This design comes from an exercise in tuning for small area on the open sky130 flow, not from production work. No run shown here included a check of the RTL's function; only the layout flow was run. Power figures rest on the tool's default switching activity, not on a simulated workload.

==> flow/design.v <==
module inv16_core (
    input  wire         clk,
    input  wire         rst,           
    input  wire         start,
    input  wire [15:0]  nsteps,
    output wire         busy,
    input  wire         hw_we,
    input  wire [4:0]   hw_sel,
    input  wire [15:0]  hw_data,
    output wire [255:0] regs,
    output wire [15:0]  pc_o,
    output wire         dir_o,
    output wire [1:0]   err_o,
    output wire         halted_o,
    output wire         brk_o,
    output wire         mem_req,
    output wire         mem_we,
    output wire [15:0]  mem_addr,
    output wire [15:0]  mem_wdata,
    input  wire         mem_ack,
    input  wire [15:0]  mem_rdata
);
    reg [15:0] x [0:15];
    reg [15:0] pc, steps, ir, P, Q, Rq;
    reg        dir, halted, brk_hit, m, ph;
    reg [1:0]  err;
    reg [4:0]  st;
    reg [3:0]  cnt;
    genvar gi;
    wire [255:0] xflat;
    generate
        for (gi = 0; gi < 16; gi = gi + 1) begin : g_regs
            assign xflat[16*gi +: 16] = x[gi];
        end
    endgenerate
    assign regs      = xflat;
    assign busy      = (st != 5'd0);
    assign pc_o      = pc;
    assign dir_o     = dir;
    assign err_o     = err;
    assign halted_o  = halted;
    assign brk_o     = brk_hit;
    assign mem_addr  = Q;
    assign mem_wdata = P;
    wire [3:0] op = ir[7:4];
    wire [3:0] fa = ir[3:0];
    wire [3:0] fb = ir[15:12];
    wire [3:0] fc = ir[11:8];
    wire        rx, rpc, rsteps, rns, rhw, rrd, rimm;
    wire [1:0]  rf, wf, asel;
    wire        xp, xq, xi, bm1, bmq, binv, cin, qen, qld;
    wire [2:0]  kv;
    wire        wx, wpc, wsteps, ldir, lerr, sbrk, cbrk, shalt, mset;
    wire [1:0]  errv;
    wire [4:0]  nst;
    wire        wz, sbit, qbit, cout, pk1, sen;
    wire [15:0] R, W;
    wire [16:0] SUM;
    inv16_ctl u_ctl (
        .st(st), .op(op), .fa(fa), .fb(fb), .fc3(fc[3]),
        .start(start), .hw_we(hw_we), .hw_sel(hw_sel), .hwd(hw_data[1:0]),
        .err(err), .halted(halted), .brk_hit(brk_hit), .dir(dir),
        .wz(wz), .mem_ack(mem_ack), .r0(R[0]), .m(m), .cnt(cnt), .ph(ph),
        .qbit(qbit), .pk1(pk1),
        .rx(rx), .rf(rf), .rpc(rpc), .rsteps(rsteps), .rns(rns), .rhw(rhw),
        .rrd(rrd), .rimm(rimm), .xp(xp), .xq(xq), .xi(xi), .asel(asel), .kv(kv),
        .bm1(bm1), .bmq(bmq), .binv(binv), .cin(cin), .qen(qen),
        .qld(qld), .wx(wx), .wf(wf), .wpc(wpc), .wsteps(wsteps),
        .req(mem_req), .wreq(mem_we), .nst(nst),
        .ldir(ldir), .lerr(lerr), .errv(errv), .sbrk(sbrk), .cbrk(cbrk),
        .shalt(shalt), .mset(mset)
    );
    wire [15:0] roh, woh;
    inv16_dec u_rdec (.en(rx), .f(rf == 2'd0 ? fa : rf == 2'd1 ? fb : fc), .oh(roh));
    inv16_dec u_wdec (.en(wx), .f(wf == 2'd0 ? fa : wf == 2'd1 ? fb : hw_sel[3:0]), .oh(woh));
    inv16_rdmux u_rdmux (
        .xs(xflat), .oh(roh),
        .s_pc(pc), .s_steps(steps), .s_imm(ir[15:8]),
        .e_pc(rpc), .e_steps(rsteps), .e_imm(rimm),
        .R(R)
    );
    inv16_wpath u_wpath (
        .R(R), .s_ns(nsteps), .s_hw(hw_data), .s_rd(mem_rdata),
        .e_ns(rns), .e_hw(rhw), .e_rd(rrd),
        .P(P), .Q(Q), .I(ir), .xp(xp), .xq(xq), .xi(xi), .clr(rst), .W(W), .wz(wz)
    );
    inv16_bitsel u_bitsel (
        .R(R), .cnt(cnt), .ph(ph), .op(op), .fc(fc[2:0]), .q15(Q[15]), .sh(Q[3:0]),
        .m(m), .cout(cout), .P15(P[15]), .sbit(sbit), .qbit(qbit), .pk1(pk1)
    );
    inv16_alu u_alu (
        .P(P), .R(Rq), .a0(Q[15] && op == 4'h9), .asel(asel), .kv(kv),
        .bm(bm1 | (bmq & Q[15])), .binv(binv), .cin(cin), .SUM(SUM)
    );
    assign cout = SUM[16];
    integer i;
    always @(posedge clk) begin
        for (i = 0; i < 16; i = i + 1)
            if (rst || woh[i]) x[i] <= W;
        if (rst || wpc) pc <= W;
        if (wsteps) steps <= W;
        if (st == 5'd2) ir <= mem_rdata;
        P <= {SUM[15:1], SUM[0] | (sbit && sen)};
        Rq <= R;
        if (qen) Q <= qld ? W : {Q[14:0], qbit};
    end
    wire two = (op == 4'hD);
    assign sen = (st == 5'd9) && !(two && ph);
    always @(posedge clk) begin
        st  <= rst ? 5'd0 : nst;
        cnt <= (st == 5'd9) ? ((two && !ph) ? cnt : cnt - 4'd1) : 4'd15;
        ph  <= (st == 5'd9 && two) ? ~ph : 1'b0;
        if (mset) m <= (st == 5'd9) ? (P[15] ^ cout ^ ~m) : cout;
        if (rst) begin
            dir     <= 1'b0;
            err     <= 2'd0;
            halted  <= 1'b0;
            brk_hit <= 1'b0;
        end else begin
            if (ldir) dir <= hw_data[0];
            if (lerr) err <= errv;
            if (cbrk) brk_hit <= 1'b0;
            if (sbrk) brk_hit <= 1'b1;
            if (shalt) halted <= 1'b1;
        end
    end
endmodule
module inv16_ctl (
    input  wire [4:0] st,
    input  wire [3:0] op, fa, fb,
    input  wire       fc3,
    input  wire       start, hw_we,
    input  wire [4:0] hw_sel,
    input  wire [1:0] hwd,
    input  wire [1:0] err,
    input  wire       halted, brk_hit, dir,
    input  wire       wz, mem_ack, r0, m,
    input  wire [3:0] cnt,
    input  wire       ph, qbit, pk1,
    output reg        rx,
    output reg  [1:0] rf,
    output reg        rpc, rsteps, rns, rhw, rrd, rimm,
    output reg        xp, xq, xi,
    output reg  [1:0] asel,
    output reg  [2:0] kv,
    output reg        bm1, bmq, binv, cin,  qen, qld,
    output reg        wx,
    output reg  [1:0] wf,
    output reg        wpc, wsteps, req, wreq,
    output reg  [4:0] nst,
    output reg        ldir, lerr,
    output reg  [1:0] errv,
    output reg        sbrk, cbrk, shalt, mset
);
    localparam S_IDLE = 5'd0,  S_PCQ = 5'd1,  S_FETCH = 5'd2, S_E0 = 5'd3;
    localparam S_E1   = 5'd4,  S_E2  = 5'd5,  S_E3    = 5'd6, S_E4 = 5'd7;
    localparam S_E5   = 5'd8,  S_IT  = 5'd9,  S_WB    = 5'd10, S_WB2 = 5'd11;
    localparam S_BK1  = 5'd12, S_BK2 = 5'd13, S_BK3   = 5'd14, S_BK4 = 5'd15;
    localparam S_E6   = 5'd16;
    localparam OP_ADD = 4'h0, OP_SUB = 4'h1, OP_ROR = 4'h2, OP_ROL = 4'h3;
    localparam OP_SHR = 4'h4, OP_SHL = 4'h5, OP_AND = 4'h6, OP_ORA = 4'h7;
    localparam OP_MUL = 4'h8, OP_DIV = 4'h9, OP_CMP = 4'hA, OP_JEQ = 4'hB;
    localparam OP_XRI = 4'hC, OP_SRR = 4'hD, OP_SRM = 4'hE, OP_BRK = 4'hF;
    localparam F_A = 2'd0, F_B = 2'd1, F_C = 2'd2, F_H = 2'd3;
    localparam A_0 = 2'd0, A_P = 2'd1, A_SH = 2'd2, A_K = 2'd3;
    wire last = (cnt == 4'd0);
    wire two  = (op == OP_SRR);
    always @(*) begin
        rx = 1'b0; rf = F_A; rpc = 1'b0; rsteps = 1'b0; rns = 1'b0; rhw = 1'b0;
        rrd = 1'b0; rimm = 1'b0; xp = 1'b0; xq = 1'b0; xi = 1'b0;
        asel = A_P; kv = 3'b000; bm1 = 1'b0; bmq = 1'b0; binv = 1'b0; cin = 1'b0;
        qen = 1'b0; qld = 1'b0;
        wx = 1'b0; wf = F_A; wpc = 1'b0; wsteps = 1'b0;
        req = 1'b0; wreq = 1'b0;
        ldir = 1'b0; lerr = 1'b0; errv = 2'd0; sbrk = 1'b0; cbrk = 1'b0;
        shalt = 1'b0; mset = 1'b0;
        nst = st;
        begin
            case (st)
                S_IDLE: begin
                    if (start) begin
                        rns = 1'b1; wsteps = 1'b1; cbrk = 1'b1;
                        if (err == 2'd0 && !halted && !wz) nst = S_PCQ;
                    end else if (hw_we) begin
                        rhw  = 1'b1;
                        wf   = F_H;
                        wx   = !hw_sel[4];
                        wpc  = (hw_sel == 5'd16);
                        ldir = (hw_sel == 5'd17);
                        lerr = (hw_sel == 5'd18);
                        errv = hwd;
                    end
                end
                S_PCQ: begin
                    rpc = 1'b1; qen = 1'b1; qld = 1'b1;
                    nst = S_FETCH;
                end
                S_FETCH: begin
                    req = 1'b1;
                    if (mem_ack) nst = S_E0;
                end
                S_E0: begin
                    case (op)
                        OP_ADD, OP_SUB, OP_CMP: begin
                            rx = 1'b1; rf = F_B;
                            nst = S_E1;
                        end
                        OP_ROR, OP_ROL, OP_SHR, OP_SHL, OP_AND, OP_ORA, OP_MUL: begin
                            rx = 1'b1; rf = F_C; qen = 1'b1; qld = 1'b1;
                            nst = S_E1;
                        end
                        OP_DIV: begin
                            rx = 1'b1; rf = F_C;
                            nst = wz ? S_BK1 : S_E1;
                        end
                        OP_JEQ: begin
                            rx = 1'b1; rf = F_B; qen = 1'b1; qld = 1'b1;
                            nst = S_E1;
                        end
                        OP_XRI: begin
                            rimm = 1'b1;
                            nst = S_E1;
                        end
                        OP_SRR: begin
                            if (fc3) begin
                                lerr = 1'b1; errv = 2'd3; nst = S_IDLE;
                            end else
                                nst = S_IT;
                        end
                        OP_SRM: begin
                            rx = 1'b1; rf = F_A;
                            nst = S_E1;
                        end
                        default: begin  
                            sbrk = 1'b1;
                            if (fa == 4'hF && fb == 4'hF) begin
                                shalt = 1'b1; nst = S_IDLE;
                            end else
                                nst = S_BK1;
                        end
                    endcase
                end
                S_E1: begin
                    case (op)
                        OP_ADD, OP_SUB, OP_CMP: begin  
                            rx = 1'b1; rf = F_C; asel = A_0; bm1 = 1'b1;
                            nst = S_E2;
                        end
                        OP_DIV: begin  
                            rx = 1'b1; rf = F_B; qen = 1'b1; qld = 1'b1;
                            asel = A_0; mset = 1'b1;
                            nst = S_E2;
                        end
                        OP_JEQ: begin
                            rx = 1'b1; rf = F_C; xq = 1'b1;
                            nst = wz ? S_E2 : S_BK1;
                        end
                        OP_XRI: begin  
                            asel = A_0; bm1 = 1'b1;
                            nst = S_WB;
                        end
                        OP_SRM: begin  
                            asel = A_0; bm1 = 1'b1;
                            rx = 1'b1; rf = F_B; qen = 1'b1; qld = 1'b1;
                            nst = S_E2;
                        end
                        default: begin  
                            rx = 1'b1; rf = F_B;
                            nst = S_IT;
                        end
                    endcase
                end
                S_E2: begin
                    case (op)
                        OP_ADD, OP_SUB: begin
                            asel = A_P; bm1 = 1'b1;
                            binv = (op == OP_SUB); cin = (op == OP_SUB);
                            nst = S_WB;
                        end
                        OP_CMP: begin
                            asel = A_P; bm1 = 1'b1;
                            binv = 1'b1; cin = 1'b1; mset = 1'b1;
                            nst = S_E3;
                        end
                        OP_DIV: begin  
                            rx = 1'b1; rf = F_C;
                            nst = S_IT;
                        end
                        OP_JEQ: begin  
                            rx = 1'b1; rf = F_A;
                            if (r0) begin
                                lerr = 1'b1; errv = 2'd1; nst = S_IDLE;
                            end else begin
                                qen = 1'b1; qld = 1'b1; nst = S_E3;
                            end
                        end
                        default: begin  
                            req = 1'b1; rrd = 1'b1; wx = mem_ack;
                            if (mem_ack) nst = S_E3;
                        end
                    endcase
                end
                S_E3: begin
                    case (op)
                        OP_CMP: begin
                            xp = 1'b1; asel = A_K;
                            kv = wz ? 3'b000 : m ? 3'b001 : 3'b111;
                            nst = S_WB;
                        end
                        OP_JEQ: begin  
                            asel = A_0; bm1 = 1'b1;
                            nst = S_E4;
                        end
                        default: begin  
                            req = 1'b1; wreq = 1'b1;
                            if (mem_ack) nst = S_BK1;
                        end
                    endcase
                end
                S_E4: begin  
                    req = 1'b1; rrd = 1'b1; xi = 1'b1;
                    if (mem_ack) begin
                        if (wz) nst = S_E5;
                        else begin
                            lerr = 1'b1; errv = 2'd2; nst = S_IDLE;
                        end
                    end
                end
                S_E5: begin  
                    rpc = 1'b1; wx = 1'b1;
                    nst = S_E6;
                end
                S_E6: begin  
                    rsteps = 1'b1;
                    nst = S_BK3;
                end
                S_IT: begin
                    if (two && !ph) begin  
                        rx = 1'b1; rf = pk1 ? F_B : F_A;
                        asel = A_SH;
                    end else if (two) begin  
                        rx = 1'b1; rf = pk1 ? F_B : F_A;
                        qen = 1'b1;
                        if (last) nst = S_WB;
                    end else if (op == OP_DIV) begin
                        rx = 1'b1; rf = F_C; asel = A_SH; bm1 = 1'b1;
                        binv = !m; cin = !m; qen = 1'b1; mset = 1'b1;
                        if (last) nst = S_WB;
                    end else begin
                        rx = 1'b1; rf = F_B; asel = A_SH;
                        bmq = (op == OP_MUL);
                        qen = (op == OP_AND) || (op == OP_ORA) || (op == OP_MUL);
                        if (last) nst = S_WB;
                    end
                end
                S_WB: begin
                    wx = 1'b1;
                    if (op == OP_SRR) begin
                        xp = 1'b1; nst = S_WB2;
                    end else begin
                        rx = 1'b1; rf = F_A;
                        xq = (op == OP_DIV); xp = (op != OP_DIV);
                        nst = S_BK1;
                    end
                end
                S_WB2: begin
                    xq = 1'b1; wx = 1'b1; wf = F_B;
                    nst = S_BK1;
                end
                S_BK1: begin  
                    rpc = 1'b1;
                    nst = S_BK2;
                end
                S_BK2: begin  
                    asel = A_K; kv = {dir, 2'b10}; bm1 = 1'b1; rsteps = 1'b1;
                    nst = S_BK3;
                end
                S_BK3: begin  
                    xp = 1'b1; wpc = 1'b1; qen = 1'b1; qld = 1'b1;
                    asel = A_K; kv = 3'b111; bm1 = 1'b1;
                    nst = S_BK4;
                end
                default: begin  
                    xp = 1'b1; wsteps = 1'b1;
                    nst = (wz || brk_hit) ? S_IDLE : S_FETCH;
                end
            endcase
        end
    end
endmodule
module inv16_dec (
    input  wire        en,
    input  wire [3:0]  f,
    output wire [15:0] oh
);
    genvar g;
    generate
        for (g = 0; g < 16; g = g + 1) begin : g_oh
            assign oh[g] = en && (f == g);
        end
    endgenerate
endmodule
module inv16_rdmux (
    input  wire [255:0] xs,
    input  wire [15:0]  oh,
    input  wire [15:0]  s_pc, s_steps,
    input  wire [7:0]   s_imm,
    input  wire         e_pc, e_steps, e_imm,
    output reg  [15:0]  R
);
    integer i;
    always @(*) begin
        R = (s_pc & {16{e_pc}}) | (s_steps & {16{e_steps}}) |
            ({8'h00, s_imm} & {16{e_imm}});
        for (i = 0; i < 16; i = i + 1)
            R = R | (xs[16*i +: 16] & {16{oh[i]}});
    end
endmodule
module inv16_wpath (
    input  wire [15:0] R, s_ns, s_hw, s_rd,
    input  wire        e_ns, e_hw, e_rd,
    input  wire [15:0] P, Q, I,
    input  wire        xp, xq, xi, clr,
    output wire [15:0] W,
    output wire        wz
);
    wire [15:0] H = (s_ns & {16{e_ns}}) | (s_hw & {16{e_hw}}) | (s_rd & {16{e_rd}});
    wire [15:0] X = (P & {16{xp}}) | (Q & {16{xq}}) | (I & {16{xi}});
    assign W  = ((R | H) ^ X) & {16{~clr}};
    assign wz = (W == 16'h0000);
endmodule
module inv16_bitsel (
    input  wire [15:0] R,
    input  wire [3:0]  cnt,
    input  wire        ph,
    input  wire [3:0]  op,
    input  wire [2:0]  fc,
    input  wire        q15,
    input  wire [3:0]  sh,
    input  wire        m, cout, P15,
    output reg         sbit,
    output wire        qbit,
    output wire        pk1
);
    reg [7:0] t;
    always @(*) begin
        case (fc)
            3'd0: t = {2'd3, 2'd2, 2'd1, 2'd0};
            3'd1: t = {2'd3, 2'd2, 2'd0, 2'd1};
            3'd2: t = {2'd2, 2'd3, 2'd1, 2'd0};
            3'd3: t = {2'd2, 2'd3, 2'd0, 2'd1};
            3'd4: t = {2'd1, 2'd0, 2'd3, 2'd2};
            3'd5: t = {2'd0, 2'd1, 2'd2, 2'd3};
            3'd6: t = {2'd3, 2'd1, 2'd2, 2'd0};
            default: t = {2'd0, 2'd2, 2'd1, 2'd3};
        endcase
    end
    wire [1:0] pk = t[2*{ph, cnt[3]} +: 2];
    assign pk1 = pk[1];
    wire       shr_op = (op == 4'h2) || (op == 4'h4);
    wire       shl_op = (op == 4'h3) || (op == 4'h5);
    wire [4:0] isum   = {1'b0, cnt} + {1'b0, shl_op ? ~sh : sh} + {4'd0, shl_op};
    reg  [3:0] idx;
    reg        ival;
    always @(*) begin
        idx  = cnt;
        ival = 1'b1;
        if (shr_op) begin idx = isum[3:0]; ival = ~isum[4]; end
        if (shl_op) begin idx = isum[3:0]; ival =  isum[4]; end
        if (op == 4'hD) idx = {pk[0], cnt[2:0]};
    end
    wire rbit = R[idx];
    always @(*) begin
        case (op)
            4'h6:    sbit = q15 & rbit;
            4'h7:    sbit = q15 | rbit;
            4'hD:    sbit = rbit;
            4'h2, 4'h3, 4'h4, 4'h5: sbit = ival & rbit;
            default: sbit = 1'b0;
        endcase
    end
    assign qbit = (op == 4'h9) ? (P15 ^ cout ^ m) : sbit;
endmodule
module inv16_alu (
    input  wire [15:0] P, R,
    input  wire        a0,
    input  wire [1:0]  asel,
    input  wire [2:0]  kv,
    input  wire        bm, binv, cin,
    output wire [16:0] SUM
);
    wire [15:0] K = {{14{kv[2]}}, kv[1], kv[0]};
    reg  [15:0] A;
    always @(*) begin
        case (asel)
            2'd0:    A = 16'h0000;
            2'd1:    A = P;
            2'd2:    A = {P[14:0], a0};
            default: A = K;
        endcase
    end
    wire [15:0] B = (R & {16{bm}}) ^ {16{binv}};
    wire [16:0] c;
    assign c[0] = cin;
    genvar g;
    generate
        for (g = 0; g < 16; g = g + 1) begin : g_fa
            assign SUM[g]  = A[g] ^ B[g] ^ c[g];
            assign c[g+1]  = (A[g] & B[g]) | (c[g] & (A[g] ^ B[g]));
        end
    endgenerate
    assign SUM[16] = c[16];
endmodule
==> flow/flow/run.sh <==
#!/bin/bash
# Layout: the standard flow (standard.sh) unchanged, except that the
# buffer put on every input and output port is the platform's smallest
# buffer cell instead of the one buffer_ports picks by default.
set -euo pipefail
export BUFFER_PORTS_ARGS="-buffer_cell sky130_fd_sc_hd__buf_1"
bash standard.sh > standard.log 2>&1
==> flow/standard.sh <==
#!/bin/bash
# synth_recipe.tcl (not shown) runs the flow's synth.tcl, then flattens the netlist and writes it again
# the make line also repeats each setting of config.mk as NAME=value (left out here)
make -C /OpenROAD-flow-scripts/flow DESIGN_CONFIG=/design/flow/config.mk WORK_HOME=/design/flow/orfs CLKGATE_MAP_FILE= SYNTH_SCRIPT=/design/flow/synth_recipe.tcl "${@:-finish}"
==> flow/config.mk <==
export PLATFORM = sky130hd
export DESIGN_NAME = inv16_core
export DESIGN_NICKNAME = inv16_core
export VERILOG_FILES = /design/flow/design.v
export SDC_FILE = /design/flow/constraint.sdc
export NUM_CORES = 4
export LEC_CHECK = 0
export CAP_MARGIN = 20
export CORE_MARGIN = 2
export CORE_UTILIZATION = 40
export SLEW_MARGIN = 20
==> flow/constraint.sdc <==
create_clock -name core_clock -period 11.0 [get_ports {clk}]
set_input_delay 2.2000 -clock core_clock [delete_from_list [all_inputs] [get_ports {clk}]]
set_output_delay 2.2000 -clock core_clock [all_outputs]
set_load 0.01 [all_outputs]
==> results of run 1 <==
==> through the flow <==
stage	std cells	worst slack [ps]	setup TNS (ps)	area (um2)	hold WS, ps
floorplan	1447	134	0	18200	520
global placement	2591	-298	-489	22000	493
detailed placement	2591	-401	-681	22000	509
CTS	2667	1.83	0	23400	526
global route	2691	12.5	0	23900	589
finish	2691	283	0	23900	526
==> worst min-delay path: cells and delay by family, from the launching register on <==
kind            cells  cell delay (ps)
flops               1              360
simple gates        1               80
compound gates      1               50
==> state kept, by name, summed over array words and instances, names as in the netlist <==
name and flops:
dir 1, Rq 16, m 1, ph 1, x 256, ir 16
st 5, steps 16, pc 16, P 16, cnt 4, halted 1
err 2, Q 16, brk_hit 1
==> final cells by class <==
type                    instances  share of cell area, %
flip-flops and latches        368                   44.3
multi-input cells             955                   31.0
repair buffers                663                   15.7
clock buffers                  44                   4.34
well taps                     600                   3.14
clock inverters                26                  0.958
inverters                      35                  0.550
==> layer usage <==
layer / global-route usage [%] / vias to the layer above
li1: - / 6981
met1: 46.7 / 8446
met2: 56.5 / 1388
met3: 9.63 / 258
met4: 15.5 / 0
met5: 0 / -
==> power by group <==
| group | internal (mW) | leakage [nW] | switching [mW] | total [mW] |
|---|---|---|---|---|
| logic | 0.967 | 4.47 | 1.65 | 2.62 |
| clock network | 0.754 | 0.611 | 0.591 | 1.34 |
| registers | 2.04 | 3.65 | 0.354 | 2.39 |
==> worst max path at each step <==
stage          startpoint    to  cells past startpoint
4_1_cts             st[3]  Q[0]                     37
6_report            st[3]  Q[0]                     37
3_5_place_dp        hw_we  Q[0]                     29
2_1_floorplan       start  Q[0]                     28
3_3_place_gp        hw_we  Q[0]                     29
5_1_grt             ir[7]  Q[0]                     36
==> logic make-up after synthesis <==
| logic type | Yosys count |
|---|---|
| DFF | 368 |
| xor gates and xnor gates | 37 |
| adders and majority gates | 20 |
| buffers and inverters | 125 |
| and+or+nand+nor | 440 |
| muxes | 66 |
| AOI/OAI and AO/OA | 391 |
==> layout by cell type, fill, tap and decap left out, types with 32 or more instances in the layout <==
master	netlist	routed
buf_1	4	369
edfxtp_1	321	321
buf_4	13	276
nand2_1	128	118
nor2_1	79	76
a21oi_1	52	48
dfxtp_1	47	47
a222oi_1	45	45
clkbuf_16	0	42
o21ai_0	44	41
nand3_1	37	36
inv_1	35	35
xnor2_1	33	33
mux2i_1	33	33
a22oi_1	33	32
==> timing repair <==
item / in CTS / in global routing
gates cloned: 0 / 2
setup endpoints to repair: 2 / 3
pin swaps: 2 / 16
resized for setup: 12 / 60
setup buffers: 6 / 22
==> impl_metrics.toml, run 1 <==
[run_status]
status = "complete, no violations"

[synth]
synthesis.nets = 1525
synth_top_family_by_area = "compound AO/OA/AOI/OAI gates"
synth-edff-count = 321
synthDominantAreaCellType = "edfxtp_1"
synth_xor_xnor_area_share_pct = 1.83
main_area_contributors_after_synthesis = "edfxtp_1 53%, dfxtp_1 5.2%, nand2_1 2.6%, a222oi_1 2.5%, mux2i_1 1.8%"
post_synth_and_or_nand_nor_area_fraction_pct = 13.1
dominant_cell_by_count_in_the_synthesized_netlist = "edfxtp_1"
synth_compound_area_share_pct = 17.4
sequential_element_share_of_the_synthesized_area_pct = 58.2
number_of_synthesized_register_bits = 368
netlist-cell-type-count = 107
synth_cells = 1447
synth_common_cells = "321 x edfxtp_1, 128 x nand2_1, 79 x nor2_1, 52 x a21oi_1, 49 x clkbuf_1"
most_common_flop_cell_mapped_by_yosys = "edfxtp_1"
synth_top_area_share_pct = 53.1
synthAdderAreaFrac_pct = 2.04
mappedNetlistArea_um2 = 18200
synth.avg_cell_area_um2 = 12.6
yosys_warnings = 6
synth_mux_area_share_pct = 4.15
postSynth.asyncResetShare_pct = 0

[critical_path]
timing.critical_path.buf_inv = 4
worst-r2r-setup-slack_ps = 280
critical-path-top-delay-family = "adder cells"
worst_ep_required_time_ps = 11310
cp.arrival_ps = 11030
setup.worst_path.start_class = "flop"
r2r.worst_path.cells = 37
r2r-start = "st[3]"
worst_path_most_repeated_cell = "fa_1"
endpoint_kind = "flop"
crit_type = "reg -> reg"
cp_slowest_cell = "or3_4"
cpPeakStageDelay_ps = 430
timing.critical_path.fanout_max = 5
endpoint_of_the_worst_register_to_register_path = "Q[0]"

[cts]
ctsLongestPathBuffers = 3
cts_num_sinks = 368
clkLatencyLatePin_ps = 580
cts_tree = "built"
clock_tree.root_cell = "clkbuf_16"
cts.reportedPaths.clkPinSlew_ps = 60
ctsHtreeMaxLevel = 2
cts_hold_buf = 0
cts_buffers = 39

[worst_hold_path]
whs_endpoint = "halted"
hold_path_startpoint = "halted"
timing.hold.worst_path_depth = 2
worstHoldPathType = "reg -> reg"

[floorplanning]
floorplan.die.width_um = 217
design.die.area_um2 = 47100
rows = 78
top_level_ports = 370
fp.dieH_um = 217
core_region_area_um2 = 45100
floorplan.initialDensity_pct = 40.3

[sta]
setup_violations = 0
hold_violations = 0
rsz0062_at_grt = "no"
worst_slew_margin_rel_pct = 26.5
slew_of_the_pin_with_the_lowest_slew_margin_ps = 1100
clock_skew_ps = 19.1
layout_worst_path_cycle_share_pct = 97.4
timing_limited_maximum_frequency_mhz = 93.3
drv_slew = 0
period_needed_ps = 10720

[drt]
avgRoutedWirePerCell_um = 32.6
met1_length_mm = 32.1
detail-route-antenna-nets = 0
post-route-drc-count = 0
drt_first_pass_iters = 8
met3WireLength_mm = 11.3
met2WireLength_mm = 39.6
dr_total_vias = 17100
routed.top_layer = "met4"
postRouteWirelength_mm = 87.6
vias_per_cell = 6.34
drt_iter0_drc = 2674

[run]
max_cap_violations = 0

[final_layout]
sequential_cell_area_um2 = 10600
antenna-diode-count = 0
layout.nets = 2140
share_of_layout_cells_above_drive_strength_1_pct = 24.9
fillers = 4047
final_core_utilization_pct = 53.0
multi_input_area_um2 = 7410
areaGrowthSynthToFinish_pct = 31.6

[power_and_ir_drop]
power-per-cell-area_nw_per_um2 = 266
power.ir.vdd_worst_mv = 0.166
p_total_mw = 6.36
leakage_nw = 8.73

[place]
gp_routability_congestion = 1.02
port-buffer-count = 369
hpwlAfterDp_mm = 66.0

[global_route]
antenna_found_initial = 1
first_global_vias = 16300
grtUsageTotal_pct = 35.9
grt_pass1_wl_mm = 120
grt-ovfl-total = 0
pin_count_of_the_biggest_net_entering_global_routing = 31
==> inputs of run 2 (changes only) <==
--- a/flow/config.mk
+++ b/flow/config.mk
@@ -7,5 +7,5 @@
 export LEC_CHECK = 0
-export CAP_MARGIN = 20
+export CAP_MARGIN = 0
 export CORE_MARGIN = 2
 export CORE_UTILIZATION = 40
-export SLEW_MARGIN = 20
+export SLEW_MARGIN = 0
==> run 2 against run 1 <==
Net effect:
- still clean on timing, DRC and antenna
- register-to-register slack improved by 20 ps
- cell count shrank 0.19%
- first-iteration DRC count decreased by 3.5%
- core utilization decreased by 0.11 points
- sequential power about the same
- clock power about the same
- design area down 0.21%
- worst hold slack better by 3.3 ps
- synthesized area unchanged
- maximum frequency grew 0.23%
- count of clock-buffer cells in the layout is 3 higher
- sequential cell count unchanged
==> impl_metrics.toml, run 2 <==
[final_layout]
multi_input_area_um2 = 7400
antenna-diode-count = 0
fillers = 4057
sequential_cell_area_um2 = 10600
top_register = "x"
largest_register_ffs = 256
layout.nets = 2134
stdcell_area_um2 = 23800
final_core_utilization_pct = 52.9
areaGrowthSynthToFinish_pct = 31.3
mostFrequentLayoutCell = "buf_1"
layout.cells.most_common_list = "369 x buf_1, 321 x edfxtp_1, 272 x buf_4, 124 x nand2_1, 75 x nor2_1"
share_of_layout_cells_above_drive_strength_1_pct = 24.1

[critical_path]
endpoint_kind = "flop"
worst_path_most_repeated_cell = "fa_1"
timing.critical_path.buf_inv = 6
timing.critical_path.fanout_max = 8
endpoint_of_the_worst_register_to_register_path = "Q[0]"
r2r-start = "ir[7]"
cpPeakStageDelay_ps = 440
setup.worst_path.start_class = "flop"
worst-r2r-setup-slack_ps = 310
worst_ep_required_time_ps = 11320
critical-path-top-delay-family = "adder cells"
cp.arrival_ps = 11020
cp_slowest_cell = "or4_4"
crit_type = "reg -> reg"
r2r.worst_path.cells = 39

[drt]
post-route-drc-count = 0
detail-route-antenna-nets = 0
dr_total_vias = 16900
postRouteWirelength_mm = 87.2
avgRoutedWirePerCell_um = 32.4
drt_iter0_drc = 2580
vias_per_cell = 6.28
drt_first_pass_iters = 7

[global_route]
first_global_vias = 16400
antenna_found_initial = 2
grt_pass1_wl_mm = 119
grtUsageTotal_pct = 35.8
pin_count_of_the_biggest_net_entering_global_routing = 31
grt-ovfl-total = 0

[floorplanning]
floorplan.die.width_um = 217
floorplan.initialDensity_pct = 40.3
fp.dieH_um = 217
top_level_ports = 370
rows = 78
design.die.area_um2 = 47100
core_region_area_um2 = 45100

[cts]
cts_tree = "built"
cts.reportedPaths.clkPinSlew_ps = 60
cts_buffers = 40
cts_num_sinks = 368
clkLatencyLatePin_ps = 600
ctsLongestPathBuffers = 3
clock_tree.root_cell = "clkbuf_16"
ctsHtreeMaxLevel = 2
cts_hold_buf = 0

[sta]
hold_ws_ps = 529
slew_of_the_pin_with_the_lowest_slew_margin_ps = 1260
rsz0062_at_grt = "no"
clock_skew_ps = 35.0
layout_worst_path_cycle_share_pct = 97.2
drv_slew = 0
timing_limited_maximum_frequency_mhz = 93.5
worst_slew_margin_rel_pct = 15.9
hold_violations = 0
setup_violations = 0
period_needed_ps = 10690

[run]
max_cap_violations = 0

[power_and_ir_drop]
power.ir.vdd_worst_mv = 0.169
power-per-cell-area_nw_per_um2 = 266
p_total_mw = 6.35
leakage_nw = 8.68

[synth]
most_common_flop_cell_mapped_by_yosys = "edfxtp_1"
synth_common_cells = "321 x edfxtp_1, 128 x nand2_1, 79 x nor2_1, 52 x a21oi_1, 49 x clkbuf_1"
synth.avg_cell_area_um2 = 12.6
post_synth_and_or_nand_nor_area_fraction_pct = 13.1
sequential_element_share_of_the_synthesized_area_pct = 58.2
synthDominantAreaCellType = "edfxtp_1"
synth_top_family_by_area = "compound AO/OA/AOI/OAI gates"
main_area_contributors_after_synthesis = "edfxtp_1 53%, dfxtp_1 5.2%, nand2_1 2.6%, a222oi_1 2.5%, mux2i_1 1.8%"
synth_top_area_share_pct = 53.1
yosys_warnings = 6
synth_mux_area_share_pct = 4.15
synth-edff-count = 321
synth_cells = 1447
mappedNetlistArea_um2 = 18200
netlist-cell-type-count = 107
synth_compound_area_share_pct = 17.4
synthAdderAreaFrac_pct = 2.04
number_of_synthesized_register_bits = 368
postSynth.asyncResetShare_pct = 0
dominant_cell_by_count_in_the_synthesized_netlist = "edfxtp_1"
synth_xor_xnor_area_share_pct = 1.83
synthesis.nets = 1525

[place]
hpwlAfterDp_mm = 66.1
port-buffer-count = 369
dpl_cell_area_um2 = 22000
gp_routability_congestion = 1.02

[worst_hold_path]
timing.hold.worst_path_depth = 2
worstHoldPathType = "reg -> reg"
whs_endpoint = "halted"
hold_path_startpoint = "halted"

[run_status]
status = "complete, no violations"
==> run 2: kinds of logic (layout without fill, tap and decap cells) <==
group	count (synthesis)	after routing
compound gates	391	391
mux	66	66
xor+xnor	37	37
buf+inv	125	763
simple gates	440	441
flops	368	368
fa+ha+maj	20	20
==> run 2: per-stage QoR <==
step,setup WS [ps],instances,setup TNS (ps)
floorplan,134,1447,0
global placement,-298,2591,-489
detailed placement,-394,2591,-653
CTS,13.0,2666,0
global route,49.5,2686,0
finish,307,2686,0
==> run 2: worst max-delay path by stage <==
stage	from	end	slack (ps)	cells past startpoint
2_1_floorplan	start	Q[0]	130	28
3_3_place_gp	hw_we	Q[0]	-300	29
3_5_place_dp	start	Q[0]	-390	30
4_1_cts	st[3]	Q[0]	10	37
5_1_grt	ir[5]	Q[0]	50	37
6_report	ir[7]	Q[0]	310	39
==> run 2: tightest hold or removal path, delay by kind of cell, from the launching register on <==
kind            cells  cell delay [ps]
flops               1              370
simple gates        1               70
compound gates      1               60
==> run 2: area by class of cell <==
type                       instances  share of cell area (%)
clock inverter                    25                    1.08
sequential                       368                    44.4
inverter                          35                   0.551
timing repair buffer             656                    15.5
multi-input combinational        955                    31.0
clock buffer                      47                    4.31
tap                              600                    3.15
==> run 2: power breakdown <==
group | internal, mW | switching (mW) | leakage (nW)
logic | 0.959 | 1.64 | 4.43
registers | 2.04 | 0.359 | 3.65
clock network | 0.749 | 0.602 | 0.610
==> run 2: routing by layer <==
metal / GRT usage (%) / vias to the layer above / share of wire (%)
li1: - / 6981 / -
met1: 46.1 / 8322 / 37
met2: 56.1 / 1348 / 45
met3: 10.2 / 225 / 12
met4: 16.0 / 2 / 5.2
met5: 0 / - / 0.015
==> run 2: repair_timing <==
action	4_1_cts	5_1_grt
gates resized for setup	15	55
gates cloned	1	1
endpoints found under the setup margin	2	3
pin swaps	4	23
buffers inserted	2	19

-- afterwards: timing with drivers on the ports --
How much do the figures lean on ideal ports? The routed layouts below were timed once more, with nothing changed but the port constraints. Step 1, drivers: a clkbuf_16 drives clk and a buf_2 each remaining input, both assumed. Step 2, shift: input delay + t, output delay - t, t = (earliest + latest rising clock arrival at the registers) / 2. This alone moves slack from input paths to output paths. a / b / c = ideal ports / drivers / drivers and shift; a / b = the first two.
run | t (ns) | slack for setup (ns) | worst setup path after step 2 | worst slew at a driven data input, ns | pins driven straight from the clock port
run 1 | 0.625 | 0.283 / 0.283 / -0.202 | input to register | 0.06 | 1
run 2 | 0.635 | 0.307 / 0.307 / -0.175 | input to register | 0.05 | 1
Met with ideal ports but missed after step 2: setup timing in run 1 and run 2. The setup slack of run 1, which loses most, moves by 0.000 ns with the drivers and by -0.485 ns with both steps.
